Source: an optimization exercise on an open RTL-to-GDS flow (aim: small area, a short achievable clock period and few clock cycles per item). Production flows keep margins and buffers that such runs may drop.
No run shown here included a check of the RTL's function; only the layout flow was run.
Power is estimated from default activity; no workload was simulated.

## flow/flow/run.sh

```bash
#!/bin/bash
# Layout flow: the standard flow's own layout (standard.sh, all ORFS steps from the
# standard synthesis to finish) with one change: the buffers that
# buffer_ports puts on every input and output port are buf_4 cells, not the
# cell it picks by default. make's full output goes to standard.log here.
set -euo pipefail
bash standard.sh "BUFFER_PORTS_ARGS=-buffer_cell sky130_fd_sc_hd__buf_4" finish > standard.log 2>&1
```

## flow/standard.sh

```bash
#!/bin/bash
# synth_recipe.tcl (not shown) runs the flow's synth.tcl, then flattens the netlist and writes it again
# the make line also repeats each setting of config.mk as NAME=value (left out here)
make -C /OpenROAD-flow-scripts/flow DESIGN_CONFIG=/design/flow/config.mk WORK_HOME=/design/flow/orfs CLKGATE_MAP_FILE= SYNTH_SCRIPT=/design/flow/synth_recipe.tcl "${@:-finish}"
```

## flow/config.mk

```make
export PLATFORM = sky130hd
export DESIGN_NAME = ssrb_raster
export DESIGN_NICKNAME = ssrb_raster
export VERILOG_FILES = /design/flow/design.v
export SDC_FILE = /design/flow/constraint.sdc
export NUM_CORES = 8
export LEC_CHECK = 0
export CAP_MARGIN = 20
export CORE_MARGIN = 2
export CORE_UTILIZATION = 70
export CTS_CLUSTER_DIAMETER = 50
export CTS_CLUSTER_SIZE = 30
export PLACE_DENSITY = 0.85
export SLEW_MARGIN = 20
export SYNTH_HIERARCHICAL = 1
export SYNTH_MEMORY_MAX_BITS = 16384
export SYNTH_MINIMUM_KEEP_SIZE = 0
```

## flow/constraint.sdc

```tcl
create_clock -name core_clock -period 15.0 [get_ports {clk}]
set_input_delay 3.0000 -clock core_clock [delete_from_list [all_inputs] [get_ports {clk}]]
set_output_delay 3.0000 -clock core_clock [all_outputs]
set_load 0.01 [all_outputs]
```

## flow/design.v

```verilog
module ssrb_intensity (
    input  wire [5:0]  a,
    input  wire [7:0]  E,
    input  wire [26:0] P,
    output wire [6:0]  cg,          
    output wire [6:0]  ce           
);
    localparam F = 27;
    localparam [63:0] R0 = 64'h0000008000400000;
    localparam [63:0] R1 = 64'h0000010000200040;
    localparam [63:0] R2 = 64'h00012ddc67a94380;
    localparam [63:0] R3 = 64'h0007d17a9ab4f98f;
    localparam [63:0] R4 = 64'h00111223d42a2848;
    localparam [63:0] R5 = 64'h0017a7d206ff1bdf;
    localparam [63:0] R6 = 64'hffc7b38fd2b609af;
    localparam [63:0] R7 = 64'h0009eabf1f03129f;
    localparam [63:0] R8 = 64'h0039327e1e506a30;
    localparam [63:0] R9 = 64'hff9d7c8fb1c4836c;
    localparam [63:0] R10 = 64'h003061a21b2023ef;
    localparam [63:0] R11 = 64'h006d80e1ef3e1d23;
    localparam [63:0] R12 = 64'hff9259b89111aaeb;
    localparam [63:0] R13 = 64'h006096ca0a8d55e4;
    localparam [63:0] R14 = 64'h0037f4b27184663c;
    localparam [63:0] R15 = 64'hffee8a5585517733;
    localparam [63:0] R16 = 64'h0045578e503ad493;
    localparam [63:0] R17 = 64'h0076fc40fdf70527;
    localparam [63:0] R18 = 64'hff80bb15ef9042fb;
    localparam [63:0] R19 = 64'h0003e480c7160930;
    localparam [63:0] R20 = 64'h000c42e87de685df;
    localparam [63:0] R21 = 64'hff857e5a83530374;
    localparam [63:0] R22 = 64'h000e7e3300dbff18;
    localparam [63:0] R23 = 64'hffcd2b56aa8955b4;
    localparam [63:0] R24 = 64'hff81b39b33126627;
    localparam [63:0] R25 = 64'hffa63c1c3c1c7838;
    localparam [63:0] R26 = 64'hffcfc01fc01f803f;
    localparam [63:0] R27 = 64'h0008001fffe0003f;
    localparam [63:0] R28 = 64'hfff7ffe00000003f;
    localparam [63:0] R29 = 64'hffffffffffffffc0;
    localparam [63:0] R30 = 64'hffffffffffffffff;
    localparam [63:0] R31 = 64'hffffffffffffffff;
    localparam [63:0] R32 = 64'hffffffffffffffff;
    localparam [63:0] R33 = 64'hffffffffffffffff;
    localparam [63:0] R34 = 64'h0000000000000000;
    reg  [F+7:0] rom;
    always @(*) begin
        rom[0] = R0[a];
        rom[1] = R1[a];
        rom[2] = R2[a];
        rom[3] = R3[a];
        rom[4] = R4[a];
        rom[5] = R5[a];
        rom[6] = R6[a];
        rom[7] = R7[a];
        rom[8] = R8[a];
        rom[9] = R9[a];
        rom[10] = R10[a];
        rom[11] = R11[a];
        rom[12] = R12[a];
        rom[13] = R13[a];
        rom[14] = R14[a];
        rom[15] = R15[a];
        rom[16] = R16[a];
        rom[17] = R17[a];
        rom[18] = R18[a];
        rom[19] = R19[a];
        rom[20] = R20[a];
        rom[21] = R21[a];
        rom[22] = R22[a];
        rom[23] = R23[a];
        rom[24] = R24[a];
        rom[25] = R25[a];
        rom[26] = R26[a];
        rom[27] = R27[a];
        rom[28] = R28[a];
        rom[29] = R29[a];
        rom[30] = R30[a];
        rom[31] = R31[a];
        rom[32] = R32[a];
        rom[33] = R33[a];
        rom[34] = R34[a];
    end
    wire [F+7:0] x = {E, P};
    genvar i;
    generate
        for (i = 0; i < 7; i = i + 1) begin : chunk
            assign cg[i] = (x[5*i +: 5] > rom[5*i +: 5]);
            assign ce[i] = (x[5*i +: 5] == rom[5*i +: 5]);
        end
    endgenerate
endmodule
module ssrb_raster (
    input  wire        clk,
    input  wire        rst,         
    input  wire        sp_valid,
    output wire        sp_ready,
    input  wire [31:0] sp_data,
    output reg         done,
    input  wire [3:0]  rd_col,
    input  wire [2:0]  rd_row,
    output wire [23:0] rd_pix
);
    localparam W   = 16;
    localparam H   = 8;
    localparam NB  = 2049;
    localparam [7:0] HUE = 8'h96;
    assign sp_ready = 1'b1;
    wire take = sp_valid;
    reg  [11:0] bin_cnt;            
    wire        last = (bin_cnt == NB - 1);
    reg         hit;                
    always @(*) begin
        case (bin_cnt)
            12'd0, 12'd53, 12'd114, 12'd183,
            12'd265, 12'd364, 12'd495, 12'd696: hit = 1'b1;
            default: hit = 1'b0;
        endcase
    end
    reg  [2:0]  row;                
    reg  [2:0]  nrow;               
    reg         pend;               
    reg  [3:0]  off;                
    wire        ld = take && hit;
    localparam [1:0] S_IDLE = 2'd0, S_DEC = 2'd1, S_SCL = 2'd2, S_SRC = 2'd3;
    reg  [1:0]  st;
    reg         f;                  
    reg  [7:0]  E;                  
    reg  [26:0] P;                  
    reg         sgn;                
    reg  [2:0]  d;                  
    reg  [5:0]  t;                  
    reg  [6:0]  cg, ce;             
    wire [6:0]  cg_n, ce_n;
    ssrb_intensity u_thr (.a(t), .E(E), .P(P), .cg(cg_n), .ce(ce_n));
    always @(posedge clk) begin
        cg <= cg_n;
        ce <= ce_n;
    end
    reg         ge;
    integer c;
    always @(*) begin
        ge = 1'b1;
        for (c = 0; c < 7; c = c + 1)
            ge = cg[c] | (ce[c] & ge);
    end
    wire [5:0]  low = t & (~t + 6'd1);
    wire        tk  = ge && (t <= 6'd50);
    wire [5:0]  tn  = (tk ? t : (t & ~low)) | (low >> 1);
    wire [27:0] X   = {1'b1, P};
    wire [28:0] S   = {1'b0, X} + {3'b0, X[27:2]};
    wire        nrm = (P >= 27'h4cccccd);    
    wire [26:0] Pn  = nrm ? S[27:1] : S[26:0];
    always @(posedge clk) begin
        if (rst) begin
            st <= S_IDLE;
            f  <= 1'b0;
        end else if (ld) begin
            st <= S_DEC;
            f  <= 1'b0;
        end else begin
            case (st)
                S_DEC: begin
                    f <= !f;
                    if (f) begin
                        if (ge) begin
                            if (d == 3'd4) st <= S_IDLE;
                        end else begin
                            st <= (d == 3'd4) ? S_SRC : S_SCL;
                        end
                    end
                end
                S_SCL: if (t == 6'd3) st <= S_SRC;
                S_SRC: begin
                    f <= !f;
                    if (f && low[0]) st <= S_IDLE;
                end
                default: ;
            endcase
        end
    end
    always @(posedge clk) begin
        if (hit) begin
            E   <= sp_data[30:23];
            sgn <= sp_data[31];
        end else if (st == S_SCL) begin
            E   <= E + {7'd0, nrm};
        end else if (st == S_DEC && f && ge) begin
            E   <= E - 8'd3;
        end
        if (hit)
            P   <= {sp_data[22:0], 4'd0};
        else if (st == S_SCL)
            P   <= Pn;
    end
    always @(posedge clk) begin
        if (ld) begin
            d   <= 3'd0;
            t   <= 6'd51;
        end else begin
            case (st)
                S_DEC: begin
                    if (f) begin
                        if (ge) begin
                            d <= d + 3'd1;
                            t <= t + 6'd1;
                        end else begin
                            t <= (d == 3'd4) ? 6'd32 : {3'd0, d};
                        end
                    end
                end
                S_SCL: t <= (t == 6'd3) ? 6'd32 : t + 6'd1;
                S_SRC: if (f) t <= tn;
                default: ;
            endcase
        end
    end
    reg  [7:0]  base;
    always @(*) begin
        case (d)
            3'd0:    base = 8'd0;
            3'd1:    base = 8'd51;
            3'd2:    base = 8'd102;
            3'd3:    base = 8'd153;
            default: base = 8'd204;
        endcase
    end
    wire        bad = sgn || (d == 3'd5 && E == 8'd240 && P != 27'd0);
    wire [7:0]  qv  = bad ? 8'd0 : (d == 3'd5) ? 8'd255 : base + {2'd0, t};
    wire        ins = pend && (st == S_IDLE) && (off == W - 1);
    always @(posedge clk) begin
        if (rst) begin
            bin_cnt <= 12'd0;
            done    <= 1'b0;
            nrow    <= 3'd0;
            pend    <= 1'b0;
            off     <= 4'd0;
        end else begin
            done <= 1'b0;
            off  <= off + 4'd1;
            if (take) begin
                if (last) begin
                    bin_cnt <= 12'd0;
                    off     <= off + 4'd2;
                    done    <= 1'b1;
                end else begin
                    bin_cnt <= bin_cnt + 12'd1;
                end
            end
            if (ld) begin
                nrow <= nrow + 3'd1;
                pend <= 1'b1;
            end else if (ins) begin
                pend <= 1'b0;
            end
        end
    end
    always @(posedge clk)
        if (hit)
            row <= nrow;
    reg  [8*W*H-1:0] ring;          
    reg  [W-1:0]     vp;            
    integer r;
    genvar gi, gj;
    wire [8*H-1:0] rin;             
    generate
        for (gi = 0; gi < H; gi = gi + 1) begin : g_ins
            wire wr  = ins && (row == gi);
            wire wrn = !wr;
            for (gj = 0; gj < 8; gj = gj + 1) begin : g_ib
                ssrb_ao22 u_m (.a1(wr), .b1(qv[gj]), .a2(wrn), .b2(ring[8*W*gi + 8*(W-1) + gj]),
                               .y(rin[8*gi + gj]));
            end
        end
    endgenerate
    always @(posedge clk) begin
        for (r = 0; r < H; r = r + 1)
            ring[8*W*r +: 8*W] <= {ring[8*W*r +: 8*(W-1)], rin[8*r +: 8]};
        if (rst)
            vp <= {W{1'b0}};
        else
            vp <= {vp[W-2:0], ins | vp[W-1]};
    end
    wire [W-1:0] ph;
    wire [8*W-1:0] yp;              
    genvar gp, gb, gr;
    wire [8*H-1:0] rhb;
    generate
        for (gb = 0; gb < 8; gb = gb + 1) begin : g_dec
            ssrb_dec3 u_dec (.a(rd_row), .y(rhb[H*gb +: H]));
        end
    endgenerate
    generate
        for (gp = 0; gp < W; gp = gp + 1) begin : g_place
            wire [3:0] k = gp - off;
            assign ph[gp] = (rd_col == k) && vp[gp];
            for (gb = 0; gb < 8; gb = gb + 1) begin : g_bit
                wire [H-1:0] dv;
                wire [H-1:0] rh = rhb[H*gb +: H];
                wire [3:0]   y;
                for (gr = 0; gr < H; gr = gr + 1) begin : g_row
                    assign dv[gr] = ring[8*W*gr + 8*gp + gb];
                end
                ssrb_aoi222 u_a0 (.a1(rh[0]), .b1(dv[0]), .a2(rh[1]), .b2(dv[1]),
                                  .a3(rh[2]), .b3(dv[2]), .y(y[0]));
                ssrb_aoi222 u_a1 (.a1(rh[3]), .b1(dv[3]), .a2(rh[4]), .b2(dv[4]),
                                  .a3(rh[5]), .b3(dv[5]), .y(y[1]));
                ssrb_nand2  u_a2 (.a(rh[6]), .b(dv[6]), .y(y[2]));
                ssrb_nand2  u_a3 (.a(rh[7]), .b(dv[7]), .y(y[3]));
                assign yp[8*gp + gb] = ~&y;
            end
        end
    endgenerate
    reg  [7:0]  rd_lo, rd_hi;
    generate
        for (gb = 0; gb < 8; gb = gb + 1) begin : g_out
            wire [3:0] zl, zh;
            ssrb_aoi222 u_l0 (.a1(ph[0]),  .b1(yp[8*0 + gb]),  .a2(ph[1]),  .b2(yp[8*1 + gb]),
                              .a3(ph[2]),  .b3(yp[8*2 + gb]),  .y(zl[0]));
            ssrb_aoi222 u_l1 (.a1(ph[3]),  .b1(yp[8*3 + gb]),  .a2(ph[4]),  .b2(yp[8*4 + gb]),
                              .a3(ph[5]),  .b3(yp[8*5 + gb]),  .y(zl[1]));
            ssrb_nand2  u_l2 (.a(ph[6]), .b(yp[8*6 + gb]), .y(zl[2]));
            ssrb_nand2  u_l3 (.a(ph[7]), .b(yp[8*7 + gb]), .y(zl[3]));
            ssrb_aoi222 u_h0 (.a1(ph[8]),  .b1(yp[8*8 + gb]),  .a2(ph[9]),  .b2(yp[8*9 + gb]),
                              .a3(ph[10]), .b3(yp[8*10 + gb]), .y(zh[0]));
            ssrb_aoi222 u_h1 (.a1(ph[11]), .b1(yp[8*11 + gb]), .a2(ph[12]), .b2(yp[8*12 + gb]),
                              .a3(ph[13]), .b3(yp[8*13 + gb]), .y(zh[1]));
            ssrb_nand2  u_h2 (.a(ph[14]), .b(yp[8*14 + gb]), .y(zh[2]));
            ssrb_nand2  u_h3 (.a(ph[15]), .b(yp[8*15 + gb]), .y(zh[3]));
            always @(posedge clk) begin
                rd_lo[gb] <= ~&zl;
                rd_hi[gb] <= ~&zh;
            end
        end
    endgenerate
    wire [7:0]  rd_q = rd_lo | rd_hi;
    wire [7:0]  rd_s = ~(rd_lo | rd_hi);
    assign rd_pix = {HUE, rd_s, rd_q};
endmodule
module ssrb_dec3 (
    input  wire [2:0] a,
    output wire [7:0] y
);
    assign y = 8'd1 << a;
endmodule
module ssrb_aoi222 (
    input  wire a1, b1, a2, b2, a3, b3,
    output wire y
);
    assign y = ~((a1 & b1) | (a2 & b2) | (a3 & b3));
endmodule
module ssrb_nand2 (
    input  wire a, b,
    output wire y
);
    assign y = ~(a & b);
endmodule
module ssrb_ao22 (
    input  wire a1, b1, a2, b2,
    output wire y
);
    assign y = (a1 & b1) | (a2 & b2);
endmodule
```

==> impl_metrics.py, run 1 <==
metrics = {
    "logic_synthesis": {
        "postSynthCellCount": 3248,
        "synth_compound_area_frac": 0.159,
        "synth.most_common_cell": "dfxtp_1",
        "synth_top_area_frac": 0.593,
        "synth_warnings": 8,
        "synth_simple_gate_area_share": 0.133,
        "synth.area.top_cells": "dfxtp_1 (59%), a222oi_1 (7.7%), nand2_1 (4.2%), ha_1 (3.8%), edfxtp_1 (2.8%)",
        "yosys.area.top_type": "dfxtp_1",
        "synth_common_cells": "dfxtp_1 (1107), nand2_1 (418), a222oi_1 (288), nand4_1 (162), nor2_1 (119)",
        "yosysUniqueCellTypes": 96,
        "synth_edf_count": 35,
        "syn_area_sq_um": 37400,
        "synth_top_family_by_area": "compound AO/OA/AOI/OAI gates",
        "synth_fa_ha_area_frac": 0.0395,
        "synth_mux_area_frac": 0.0113,
        "synth_xor_area_frac": 0.0173,
        "yosysSeqAreaShare": 0.621,
        "synth_flop_cell": "dfxtp_1",
        "synthArstFlopShare": 0,
        "avgSynthCellArea_sq_um": 11.5,
        "ys_seq_elements": 1142,
    },
    "timing": {
        "fin_worst_skew_ns": 0.0518,
        "rsz0062_at_grt": "false",
        "relSlewSlack": 0.285,
        "drv_slew": 0,
        "tightest_slew_ns": 1.07,
        "period_minus_slack_ns": 4.85,
        "final-hold-violation-count": 0,
        "setup_viol": 0,
        "finalSetupTns_ns": 0,
        "max_freq_mhz": 206,
        "finalCritPeriodShare": 0.323,
    },
    "global_routing": {
        "grt_overflow": 0,
        "grt_max_degree": 92,
        "grt_pass1_vias": 27600,
        "grt.total_usage": 0.358,
        "grt_pass1_wl_um": 157000,
        "antenna_found_initial": 1,
    },
    "worst_setup_path": {
        "cp_slowest_cell": "buf_4",
        "critPathMaxFanout": 64,
        "worst_path_dominant_cell_family": "compound AO/OA/AOI/OAI gates",
        "crit_type": "input port to flop",
        "worst_path_largest_cell_delay_ns": 0.56,
        "crit_required_ns": 15.49,
        "worstSetupEndpointType": "flop",
        "crit_chain": "buf_4 > nor3b_1 > buf_4 > a222oi_1 > nand4_1 > a222oi_1 > nand4_1",
        "critPathBufInv": 2,
        "cp_data_arrival_time_ns": 5.34,
        "worstSetupStartpointType": "input port",
    },
    "power": {
        "irDropWorstVdd_mv": 0.126,
        "p_leak_nw": 16.1,
        "power_density_nw_per_um2": 157,
        "finalPower_mw": 6.49,
    },
    "clocking": {
        "path_clk_slew_ns": 0.10,
        "cts_made_buffers": 70,
        "cts_tree": "built",
        "clkSinkCount": 1142,
        "root_buffer": "clkbuf_16",
        "clock_path_buffers": 3,
        "hold_buffers": 0,
        "clk_latency_ns": 0.65,
        "htreeDepth": 3,
        "cts_resized": 0,
        "cts_setup_buffers": 0,
    },
    "routing": {
        "first_pass_iters": 13,
        "drt_first_iter_violations": 4770,
        "viasPerCell": 6.95,
        "drt_wl_total_um": 103000,
        "ant_nets": 0,
        "wire_per_inst_um": 25.1,
        "drc": 0,
        "num_vias": 28500,
    },
    "floorplanning": {
        "die-area_sq_um": 55300,
        "die_w_um": 235,
        "ios": 68,
        "start_util": 0.710,
        "die_h_um": 235,
        "coreArea_sq_um": 52700,
        "row_count": 84,
    },
    "place": {
        "hpwlAfterDp_um": 65300,
        "dpl-instance-area_sq_um": 38800,
        "port-buffer-count": 58,
        "routabilityCongestion": 0.972,
    },
    "layout": {
        "syn_to_final_growth_pct": 10.6,
        "stdcell_area_sq_um": 41400,
        "fin_util": 0.786,
        "layout.nets": 3509,
        "drive_above_1_share": 0.0989,
        "fillers": 3079,
    },
    "min_path": {
        "hold_path_class": "flop to flop",
    },
    "status": {
        "status": "timing/DRC/antenna clean",
    },
    "job": {
        "cap_violations": 0,
    },
}
## per-module statistics from Yosys (local to each module, per instance)
module | cells inside | flip-flops and latches
ssrb_ao22 | 1 | 0
ssrb_aoi222 | 1 | 0
ssrb_dec3 | 8 | 0
ssrb_intensity | 480 | 0
ssrb_nand2 | 1 | 0
ssrb_raster | 2064 | 1142
## logic make-up (layout without fill, tap and decap cells)
family | Yosys count | in the layout
flip-flops | 1142 | 1142
AND/OR/NAND/NOR | 990 | 990
AO/OA/AOI/OAI | 727 | 727
buffers and inverters | 156 | 307
adder cells (fa/ha/maj) | 117 | 117
XOR/XNOR | 74 | 74
multiplexers | 40 | 40
other | 2 | 11
## power by group
| part | switching, mW | total, mW | internal [mW] |
|---|---|---|---|
| clock network | 1.10 | 2.16 | 1.06 |
| logic | 0.747 | 1.17 | 0.428 |
| registers | 0.0548 | 3.16 | 3.10 |
| total | 1.90 | 6.49 | 4.59 |
## per-stage QoR
stage,hold WS [ns],cells,worst slack (ns)
floorplan,0.330,3255,10.29
global placement,0.331,3966,9.54
detailed placement,0.334,3966,9.60
CTS,0.313,4094,10.21
global route,0.323,4094,10.09
finish,0.324,4096,10.15
## metal layers
| metal | GRT usage | vias to the layer above | part of all wire | wire [um] |
|---|---|---|---|---|
| met2 | 0.567 | 1833 | 0.46 | 47100 |
| met3 | 0.0781 | 373 | 0.10 | 10400 |
| met4 | 0.169 | 2 | 0.050 | 5140 |
| met1 | 0.471 | 13700 | 0.39 | 40000 |
| met5 | 0 | - | 0.00020 | 21 |
| li1 | - | 12600 | - | - |
## path summary, 6_finish.rpt
| path | start | endpoint | slack, ns | cells past startpoint |
|---|---|---|---|---|
| worst max register to register | t[0] | cg[4] | 11.02 | 13 |
| worst max-delay path | rd_row[0] | rd_lo[3] | 10.15 | 7 |
| worst min register to register | ring[937] | ring[945] | 0.32 | 0 |
| worst min-delay path | ring[937] | ring[945] | 0.32 | 0 |
## cells in the final DEF, fill, tap and decap left out, types with 29 or more instances in the layout
| cell | count |
|---|---|
| nand2_1 | 418 |
| a22o_1 | 69 |
| a222oi_1 | 288 |
| a21oi_1 | 93 |
| xnor2_1 | 53 |
| buf_4 | 107 |
| dfxtp_1 | 1103 |
| edfxtp_1 | 35 |
| mux2i_1 | 30 |
| clkbuf_16 | 73 |
| o21ai_0 | 76 |
| nor2b_1 | 40 |
| nand4_1 | 162 |
| inv_1 | 69 |
| ha_1 | 115 |
| nor3_1 | 29 |
| nor2_1 | 119 |
## cell type report
| class | instances | area (sq um) | area share |
|---|---|---|---|
| sequential | 1142 | 23200 | 0.561 |
| timing repair buffer | 107 | 803 | 0.0194 |
| inverter | 72 | 270 | 0.00653 |
| clock inverter | 43 | 604 | 0.0146 |
| clock buffer | 85 | 1940 | 0.0469 |
| tap | 688 | 861 | 0.0208 |
| antenna | 2 | 5.00 | 0.000121 |
| multi-input combinational | 1957 | 13700 | 0.330 |
## sequential cells by signal, indices dropped and copies added (netlist names), 4 cells and up
register  flops
ring       1024
P            27
vp           16
bin_cnt      12
E             8
rd_hi         8
rd_lo         8
ce            7
cg            7
t             6
off           4
==> run 2, diff against run 1 <==
--- a/flow/design.v
+++ b/flow/design.v
@@ -310,5 +310,6 @@
         end
     endgenerate
-    reg  [7:0]  rd_lo, rd_hi;
+    reg  [7:0]  rd_lo, rd_hi, rd_lon, rd_hin;
+    wire [7:0]  lo, hi, lon, hin;
     generate
         for (gb = 0; gb < 8; gb = gb + 1) begin : g_out
@@ -326,12 +327,23 @@
             ssrb_nand2  u_h2 (.a(ph[14]), .b(yp[8*14 + gb]), .y(zh[2]));
             ssrb_nand2  u_h3 (.a(ph[15]), .b(yp[8*15 + gb]), .y(zh[3]));
-            always @(posedge clk) begin
-                rd_lo[gb] <= ~&zl;
-                rd_hi[gb] <= ~&zh;
-            end
+            ssrb_nand4  u_lo  (.a(zl[0]), .b(zl[1]), .c(zl[2]), .d(zl[3]), .y(lo[gb]));
+            ssrb_and4   u_lon (.a(zl[0]), .b(zl[1]), .c(zl[2]), .d(zl[3]), .y(lon[gb]));
+            ssrb_nand4  u_hi  (.a(zh[0]), .b(zh[1]), .c(zh[2]), .d(zh[3]), .y(hi[gb]));
+            ssrb_and4   u_hin (.a(zh[0]), .b(zh[1]), .c(zh[2]), .d(zh[3]), .y(hin[gb]));
+        end
+    endgenerate
+    always @(posedge clk) begin
+        rd_lo  <= lo;
+        rd_hi  <= hi;
+        rd_lon <= lon;
+        rd_hin <= hin;
+    end
+    wire [7:0]  rd_q, rd_s;
+    generate
+        for (gb = 0; gb < 8; gb = gb + 1) begin : g_pix
+            ssrb_nand2 u_q (.a(rd_lon[gb]), .b(rd_hin[gb]), .y(rd_q[gb]));
+            ssrb_nor2  u_s (.a(rd_lo[gb]),  .b(rd_hi[gb]),  .y(rd_s[gb]));
         end
     endgenerate
-    wire [7:0]  rd_q = rd_lo | rd_hi;
-    wire [7:0]  rd_s = ~(rd_lo | rd_hi);
     assign rd_pix = {HUE, rd_s, rd_q};
 endmodule
@@ -354,4 +366,22 @@
     assign y = ~(a & b);
 endmodule
+module ssrb_nor2 (
+    input  wire a, b,
+    output wire y
+);
+    assign y = ~(a | b);
+endmodule
+module ssrb_nand4 (
+    input  wire a, b, c, d,
+    output wire y
+);
+    assign y = ~(a & b & c & d);
+endmodule
+module ssrb_and4 (
+    input  wire a, b, c, d,
+    output wire y
+);
+    assign y = a & b & c & d;
+endmodule
 module ssrb_ao22 (
     input  wire a1, b1, a2, b2,
==> flow/flow/run.sh (replaced) <==
#!/bin/bash
# Layout flow: the standard flow's own layout (standard.sh, all ORFS steps from the
# standard synthesis to finish) with one change: the buffers that
# buffer_ports puts on every input and output port are buf_8 cells, not the
# cell it picks by default. make's full output goes to standard.log here.
set -euo pipefail
bash standard.sh "BUFFER_PORTS_ARGS=-buffer_cell sky130_fd_sc_hd__buf_8" finish > standard.log 2>&1
==> run 2 against run 1 <==
  * Still clean
  * Cell count rose by 1.4%
  * Clock power barely moved
  * Synthesized cell count rose by 1.6%
  * Critical path depth fell by 1
  * Non-clock buffer count rose by 4
  * Maximum frequency rose by 1.5%
  * Largest cell class unchanged
==> impl_metrics.py, run 2 <==
metrics = {
    "status": {
        "status": "timing/DRC/antenna clean",
    },
    "logic_synthesis": {
        "avgSynthCellArea_sq_um": 11.5,
        "synth_edf_count": 35,
        "synth_top_area_frac": 0.593,
        "synth.most_common_cell": "dfxtp_1",
        "synth_common_cells": "dfxtp_1 (1123), nand2_1 (428), a222oi_1 (288), nand4_1 (159), nor2_1 (132)",
        "synth.area.top_cells": "dfxtp_1 (59%), a222oi_1 (7.6%), nand2_1 (4.2%), ha_1 (3.8%), edfxtp_1 (2.8%)",
        "synthArstFlopShare": 0,
        "synth_flop_cell": "dfxtp_1",
        "syn_area_sq_um": 37900,
        "yosysSeqAreaShare": 0.621,
        "yosys.area.top_type": "dfxtp_1",
        "ys_seq_elements": 1158,
        "postSynthCellCount": 3301,
        "synth_warnings": 8,
        "yosysUniqueCellTypes": 93,
    },
    "power": {
        "p_leak_nw": 16.4,
        "finalPower_mw": 6.69,
        "irDropWorstVdd_mv": 0.134,
        "power_density_nw_per_um2": 158,
    },
    "timing": {
        "setup_ws_ns": 10.22,
        "fin_worst_skew_ns": 0.0463,
        "period_minus_slack_ns": 4.78,
        "relSlewSlack": 0.273,
        "finalCritPeriodShare": 0.319,
        "max_freq_mhz": 209,
        "rsz0062_at_grt": "false",
        "tightest_slew_ns": 1.09,
        "finalSetupTns_ns": 0,
        "drv_slew": 0,
        "setup_viol": 0,
        "final-hold-violation-count": 0,
        "fin_hold_ws_ns": 0.318,
    },
    "global_routing": {
        "antenna_found_initial": 1,
        "grt.total_usage": 0.372,
        "grt_pass1_wl_um": 163000,
        "grt_overflow": 0,
        "grt_max_degree": 77,
        "grt_pass1_vias": 28400,
    },
    "place": {
        "port-buffer-count": 58,
        "pre_cts_ws_ns": 9.42,
        "hpwlAfterDp_um": 68000,
        "routabilityCongestion": 0.953,
        "place_inst": 4032,
        "dpl-instance-area_sq_um": 39700,
    },
    "floorplanning": {
        "die_w_um": 237,
        "row_count": 85,
        "coreArea_sq_um": 53700,
        "start_util": 0.706,
        "die_h_um": 237,
        "die-area_sq_um": 56000,
        "ios": 68,
    },
    "routing": {
        "ant_nets": 0,
        "drt_first_iter_violations": 4585,
        "drt_wl_total_um": 107000,
        "num_vias": 28900,
        "wire_per_inst_um": 25.7,
        "first_pass_iters": 10,
        "viasPerCell": 6.94,
        "drc": 0,
    },
    "layout": {
        "stdcell_area_sq_um": 42300,
        "regArea_sq_um": 23500,
        "multi_input_area_sq_um": 13900,
        "layout_common_cells": "dfxtp_1 (1119), nand2_1 (428), a222oi_1 (288)",
        "drive_above_1_share": 0.0937,
        "top_register": "ring",
        "fin_util": 0.788,
        "reg_top3": "ring (1024), P (27), vp (16)",
        "largest_reg_flops": 1024,
        "syn_to_final_growth_pct": 11.6,
        "layout.nets": 3566,
        "instances_no_fill": 4155,
        "fillers": 3239,
        "layout_commonest_cell": "dfxtp_1",
    },
    "worst_setup_path": {
        "rr_worst_depth": 9,
        "cp_slowest_cell": "a222oi_1",
        "worstSetupStartpointType": "input port",
        "crit_chain": "buf_8 > and3b_2 > a222oi_1 > nand4_1 > a222oi_1 > and4_1",
        "worst_path_largest_cell_delay_ns": 0.64,
        "worstSetupEndpointType": "flop",
        "worst_path_dominant_cell_family": "compound AO/OA/AOI/OAI gates",
        "critPathBufInv": 1,
        "cpMostUsedCell": "a222oi_1",
        "cp_data_arrival_time_ns": 5.38,
        "crit_type": "input port to flop",
        "crit_required_ns": 15.60,
        "critPathMaxFanout": 64,
        "path_depth": 6,
    },
    "min_path": {
        "hold_path_class": "flop to flop",
        "worstHoldPathCells": 0,
    },
    "clocking": {
        "cts_made_buffers": 69,
        "clock_path_buffers": 3,
        "root_buffer": "clkbuf_16",
        "hold_buffers": 0,
        "clkSinkCount": 1158,
        "clk_latency_ns": 0.65,
        "htreeDepth": 3,
        "path_clk_slew_ns": 0.11,
        "cts_resized": 0,
        "cts_setup_buffers": 0,
        "cts_tree": "built",
    },
    "job": {
        "cap_violations": 0,
    },
}
## run 2: cell types whose count changed after synthesis, sizes merged, moves of 12 or more
| cell | before | now |
|---|---|---|
| nor2 | 119 | 132 |
| or2 | 25 | 13 |
| dfxtp | 1107 | 1123 |
| xnor2 | 53 | 39 |
| and4 | 0 | 17 |
## run 2: layout make-up
class	count	share of cell area
clock inverters	47	0.0163
flip-flops and latches	1158	0.556
repair buffers	111	0.0300
multi-input cells	2002	0.328
clock buffers	75	0.0433
inverters	65	0.00577
well taps	696	0.0206
diodes	1	0.0000592
## run 2: cells by family (layout without fill, tap and decap cells)
logic type	count (synthesis)	after routing	synth area share
mux	30	30	0.00855
buf+inv	148	298	0.0186
xor+xnor	63	63	0.0146
flops	1158	1158	0.621
simple gates	1038	1038	0.138
fa+ha+maj	117	117	0.0390
other cells	2	10	0.000198
compound gates	745	745	0.160
## run 2: report_power, final
group / switching (mW) / total [mW] / internal [mW] / leakage, nW
registers: 0.0725 / 3.22 / 3.15 / 9.41
clock network: 1.14 / 2.16 / 1.02 / 1.21
logic: 0.834 / 1.31 / 0.475 / 5.81
total: 2.05 / 6.69 / 4.64 / 16.4
## run 2: final timing paths
path	from	end	slack [ns]
setup / recovery	rd_row[2]	rd_hin[0]	10.22
hold / removal	ring[80]	ring[88]	0.32
setup reg to reg	t[2]	cg[4]	11.13
hold reg to reg	ring[80]	ring[88]	0.32
## run 2: routing by layer
layer,track usage,up-vias,part of all wire,wire length [um]
met2,0.592,1849,0.46,48800
met3,0.0856,369,0.11,11500
met1,0.486,13800,0.39,41400
li1,-,12800,-,-
met5,0,-,0,0
met4,0.171,0,0.046,4950
## run 2: modules after synthesis, one instance, submodules excluded
module / flip-flops and latches / area, sq um / cells
ssrb_aoi222: 0 / 10.0 / 1
ssrb_nand4: 0 / 6.26 / 1
ssrb_and4: 0 / 8.76 / 1
ssrb_nand2: 0 / 3.75 / 1
ssrb_raster: 1158 / 29400 / 2069
ssrb_intensity: 0 / 3180 / 480
ssrb_dec3: 0 / 65.1 / 8
ssrb_nor2: 0 / 3.75 / 1
ssrb_ao22: 0 / 8.76 / 1
==> run 3, diff against run 2 <==
--- a/flow/design.v
+++ b/flow/design.v
@@ -106,11 +106,12 @@
     assign sp_ready = 1'b1;
     wire take = sp_valid;
-    reg  [11:0] bin_cnt;            
-    wire        last = (bin_cnt == NB - 1);
+    reg  [11:0] bin_cnt;
+    wire [11:0] bin_nxt = {bin_cnt[10:0], bin_cnt[11] ^ bin_cnt[10] ^ bin_cnt[9] ^ bin_cnt[3]};
+    wire        last = (bin_cnt == 12'h056);
     reg         hit;                
     always @(*) begin
         case (bin_cnt)
-            12'd0, 12'd53, 12'd114, 12'd183,
-            12'd265, 12'd364, 12'd495, 12'd696: hit = 1'b1;
+            12'h001, 12'h6d4, 12'ha66, 12'h228,
+            12'ha82, 12'h171, 12'h539, 12'hd3e: hit = 1'b1;
             default: hit = 1'b0;
         endcase
@@ -120,4 +121,5 @@
     reg         pend;               
     reg  [3:0]  off;                
+    reg  [4:0]  nv;                 
     wire        ld = take && hit;
     localparam [1:0] S_IDLE = 2'd0, S_DEC = 2'd1, S_SCL = 2'd2, S_SRC = 2'd3;
@@ -229,9 +231,10 @@
     always @(posedge clk) begin
         if (rst) begin
-            bin_cnt <= 12'd0;
+            bin_cnt <= 12'h001;
             done    <= 1'b0;
             nrow    <= 3'd0;
             pend    <= 1'b0;
             off     <= 4'd0;
+            nv      <= W;
         end else begin
             done <= 1'b0;
@@ -239,9 +242,11 @@
             if (take) begin
                 if (last) begin
-                    bin_cnt <= 12'd0;
+                    bin_cnt <= 12'h001;
                     off     <= off + 4'd2;
                     done    <= 1'b1;
+                    if (nv != 5'd0)
+                        nv  <= nv - 5'd1;
                 end else begin
-                    bin_cnt <= bin_cnt + 12'd1;
+                    bin_cnt <= bin_nxt;
                 end
             end
@@ -258,5 +263,4 @@
             row <= nrow;
     reg  [8*W*H-1:0] ring;          
-    reg  [W-1:0]     vp;            
     integer r;
     genvar gi, gj;
@@ -275,10 +279,7 @@
         for (r = 0; r < H; r = r + 1)
             ring[8*W*r +: 8*W] <= {ring[8*W*r +: 8*(W-1)], rin[8*r +: 8]};
-        if (rst)
-            vp <= {W{1'b0}};
-        else
-            vp <= {vp[W-2:0], ins | vp[W-1]};
     end
     wire [W-1:0] ph;
+    wire         vc = ({1'b0, rd_col} >= nv);      
     wire [8*W-1:0] yp;              
     genvar gp, gb, gr;
@@ -292,5 +293,5 @@
         for (gp = 0; gp < W; gp = gp + 1) begin : g_place
             wire [3:0] k = gp - off;
-            assign ph[gp] = (rd_col == k) && vp[gp];
+            assign ph[gp] = (rd_col == k) && vc;
             for (gb = 0; gb < 8; gb = gb + 1) begin : g_bit
                 wire [H-1:0] dv;
==> flow/flow/run.sh (replaced) <==
#!/bin/bash
# Layout flow: the standard flow's own layout (standard.sh, all ORFS steps from the
# standard synthesis to finish) with one change to the port buffers.
# buffer_ports still gives every input and output port a buffer, a buf_2
# here; then, after global placement, flow/ports.tcl makes the buffers of
# the read address inputs rd_row and rd_col, which fan out across the read
# port, buf_8 cells. make's full output goes to standard.log here.
set -euo pipefail
bash standard.sh "BUFFER_PORTS_ARGS=-buffer_cell sky130_fd_sc_hd__buf_2" \
    "POST_GLOBAL_PLACE_TCL=$PWD/flow/ports.tcl" finish > standard.log 2>&1
==> flow/flow/ports.tcl (new file) <==
# Port buffers: buffer_ports gave every port a small buffer; the address
# inputs, which fan out across the read port, get a strong one.
set block [ord::get_db_block]
foreach bterm [$block getBTerms] {
  set name [$bterm getName]
  if {![string match "rd_row*" $name] && ![string match "rd_col*" $name]} { continue }
  set net [$bterm getNet]
  foreach iterm [$net getITerms] {
    set inst [$iterm getInst]
    set master [[$inst getMaster] getName]
    if {[string match "sky130_fd_sc_hd__buf_*" $master]} {
      puts "port $name: [$inst getName] $master -> sky130_fd_sc_hd__buf_8"
      replace_cell [get_cells [$inst getName]] sky130_fd_sc_hd__buf_8
    }
  }
}
==> run 3 against run 2 <==
  * Still clean
  * Clock-buffer cell count grew 5
  * Non-clock buffer count down 13
  * Clock skew decreased by 0.0021 ns
  * Hold slack better by 0.0099 ns
  * Sequential share of layout area is 0.43 points higher
  * Power rose by 3.8%
  * Die area down 0.59%
  * Cell area is 1.7% lower
  * Synthesized cell count down 1.2%
  * Core utilization fell by 1.0 points
  * First-iteration DRC count rose by 10%
  * Sequential power down 1%
  * Largest cell class unchanged
  * Highest routed layer unchanged
==> impl_metrics.py, run 3 <==
metrics = {
    "status": {
        "status": "timing/DRC/antenna clean",
    },
    "floorplanning": {
        "die_h_um": 236,
        "die-area_sq_um": 55700,
        "die_w_um": 236,
        "ios": 68,
        "row_count": 85,
        "coreArea_sq_um": 53500,
        "start_util": 0.704,
    },
    "layout": {
        "top_register": "ring",
        "layout_common_cells": "dfxtp_1 (1108), nand2_1 (419), a222oi_1 (288)",
        "layout_commonest_cell": "dfxtp_1",
        "syn_to_final_growth_pct": 10.4,
        "drive_above_1_share": 0.0941,
        "fin_util": 0.777,
        "reg_top3": "ring (1024), P (27), bin_cnt (12)",
        "largest_reg_flops": 1024,
        "stdcell_area_sq_um": 41600,
        "layout.nets": 3518,
    },
    "clocking": {
        "cts_tree": "built",
        "cts_resized": 0,
        "root_buffer": "clkbuf_16",
        "clkSinkCount": 1147,
        "path_clk_slew_ns": 0.11,
        "clk_latency_ns": 0.65,
        "cts_made_buffers": 74,
        "hold_buffers": 0,
        "htreeDepth": 3,
        "cts_setup_buffers": 0,
        "clock_path_buffers": 3,
    },
    "place": {
        "port-buffer-count": 58,
        "hpwlAfterDp_um": 67900,
        "dpl-instance-area_sq_um": 38800,
    },
    "global_routing": {
        "antenna_found_initial": 2,
        "grt_max_degree": 90,
        "grt_pass1_vias": 28000,
        "grt_pass1_wl_um": 161000,
        "grt.total_usage": 0.368,
        "grt_overflow": 0,
    },
    "routing": {
        "drt_first_iter_violations": 5047,
        "wire_per_inst_um": 25.6,
        "drc": 0,
        "drt_wl_total_um": 105000,
        "viasPerCell": 7.01,
        "ant_nets": 0,
        "first_pass_iters": 10,
        "num_vias": 28800,
    },
    "worst_setup_path": {
        "worstSetupEndpointType": "flop",
        "critPathMaxFanout": 8,
        "worstSetupStartpointType": "input port",
        "crit_type": "input port to flop",
        "cp_data_arrival_time_ns": 5.97,
        "crit_required_ns": 15.54,
    },
    "logic_synthesis": {
        "synth_edf_count": 35,
        "yosys.area.top_type": "dfxtp_1",
        "synthArstFlopShare": 0,
        "synth_common_cells": "dfxtp_1 (1112), nand2_1 (419), a222oi_1 (288), nand4_1 (158), nor2_1 (140)",
        "syn_area_sq_um": 37700,
        "synth.area.top_cells": "dfxtp_1 (59%), a222oi_1 (7.7%), nand2_1 (4.2%), ha_1 (4.0%), edfxtp_1 (2.8%)",
        "synth_warnings": 8,
        "yosysSeqAreaShare": 0.619,
        "synth.most_common_cell": "dfxtp_1",
        "synth_top_area_frac": 0.591,
        "synth_flop_cell": "dfxtp_1",
        "avgSynthCellArea_sq_um": 11.6,
        "postSynthCellCount": 3260,
        "yosysUniqueCellTypes": 100,
        "ys_seq_elements": 1147,
    },
    "power": {
        "power_density_nw_per_um2": 167,
        "p_leak_nw": 16.3,
        "finalPower_mw": 6.95,
        "irDropWorstVdd_mv": 0.134,
    },
    "timing": {
        "fin_hold_ws_ns": 0.328,
        "final-hold-violation-count": 0,
        "finalCritPeriodShare": 0.362,
        "max_freq_mhz": 184,
        "fin_worst_skew_ns": 0.0443,
        "period_minus_slack_ns": 5.43,
        "tightest_slew_ns": 1.16,
        "relSlewSlack": 0.226,
        "setup_viol": 0,
        "finalSetupTns_ns": 0,
        "rsz0062_at_grt": "false",
        "drv_slew": 0,
    },
    "min_path": {
        "hold_path_class": "flop to flop",
    },
    "job": {
        "cap_violations": 0,
    },
}
run 3: per-stage QoR:
| step | setup slack (ns) | cells |
|---|---|---|
| 2_1_floorplan | 10.02 | 3267 |
| 3_3_place_gp | 8.86 | 3975 |
| 3_5_place_dp | 9.17 | 3975 |
| 4_1_cts | 9.84 | 4109 |
| 5_1_grt | 9.67 | 4109 |
| 6_report | 9.57 | 4110 |
run 3: critical path, stage by stage:
cell      delay, ns
buf_8          0.08
inv_1          0.04
ha_1           0.28
nand2b_1       0.10
a21o_1         0.11
a21o_1         0.11
a21oi_1        0.13
nor4b_1        0.60
nand2_1        0.16
nor2_2         0.77
a222oi_1       0.31
and4_1         0.28
run 3: final cells by class:
| class | instances | area [sq um] |
|---|---|---|
| sequential | 1147 | 23300 |
| fill | 3171 | 11900 |
| timing repair buffer | 98 | 661 |
| inverter | 62 | 233 |
| antenna | 1 | 2.50 |
| multi-input combinational | 1972 | 13800 |
| clock buffer | 80 | 1950 |
| clock inverter | 54 | 796 |
| tap | 696 | 871 |
run 3: cell families after synthesis:
kind of cell | after synthesis | synth area share
flip-flops | 1147 | 0.619
other | 2 | 0.000199
AND/OR/NAND/NOR | 1004 | 0.134
adder cells (fa/ha/maj) | 121 | 0.0406
multiplexers | 39 | 0.0110
buffers and inverters | 148 | 0.0188
XOR/XNOR | 66 | 0.0153
AO/OA/AOI/OAI | 733 | 0.161
run 3: Yosys stat by module (local to each module, per instance):
module	times used	cell area [sq um]	flops+latches
ssrb_nand2	296	3.75	0
ssrb_raster	1	29100	1147
ssrb_and4	16	8.76	0
ssrb_intensity	1	3180	0
ssrb_nor2	8	3.75	0
ssrb_dec3	8	65.1	0
ssrb_ao22	64	8.76	0
ssrb_nand4	16	6.26	0
ssrb_aoi222	288	10.0	0
run 3: final timing paths:
path | from | slack, ns | endpoint | cells after the start
worst max register to register | t[1] | 10.87 | cg[4] | 13
worst max-delay path | rd_col[0] | 9.57 | rd_lon[5] | 12
worst min register to register | ring[129] | 0.33 | ring[137] | 0
worst min-delay path | ring[129] | 0.33 | ring[137] | 0
run 3: routing by layer:
layer	track usage	wire length, um	vias to the layer above
met5	0	0	-
li1	-	-	12600
met1	0.492	41000	13900
met2	0.582	47400	1928
met3	0.0761	11500	390
met4	0.162	5170	0
run 3: power breakdown:
| part | total [mW] | internal [mW] | switching, mW |
|---|---|---|---|
| clock network | 2.28 | 1.09 | 1.19 |
| registers | 3.18 | 3.12 | 0.0552 |
| logic | 1.50 | 0.526 | 0.971 |

## what the ideal ports hide
The results above use ideal ports. As a check the final layouts listed here were re-extracted and re-timed, cells and wires unchanged.
Step 1 assumes that a clkbuf_16 drives the clock port and a buf_2 every other input.
Step 2 moves the port delays by t, midway between the first and last clock arrival at a register: inputs arrive t later, outputs are due t later. That takes back most of the time a late clock gives input paths.
a / b / c = ideal ports / drivers / drivers and shift; a / b = the first two.
| run | shift t [ns] | setup WS [ns] | cell pins on the clock port's net |
|---|---|---|---|
| run 1 | 0.682 | 10.151 / 10.181 / 9.498 | 1 |
| run 2 | 0.694 | 10.222 / 10.230 / 9.536 | 1 |
| run 3 | 0.690 | 9.572 / 9.581 / 8.892 | 1 |
After both steps every run listed still meets setup and hold. The setup slack of run 2, which loses most, moves by +0.008 ns with the drivers and by -0.686 ns with both steps.
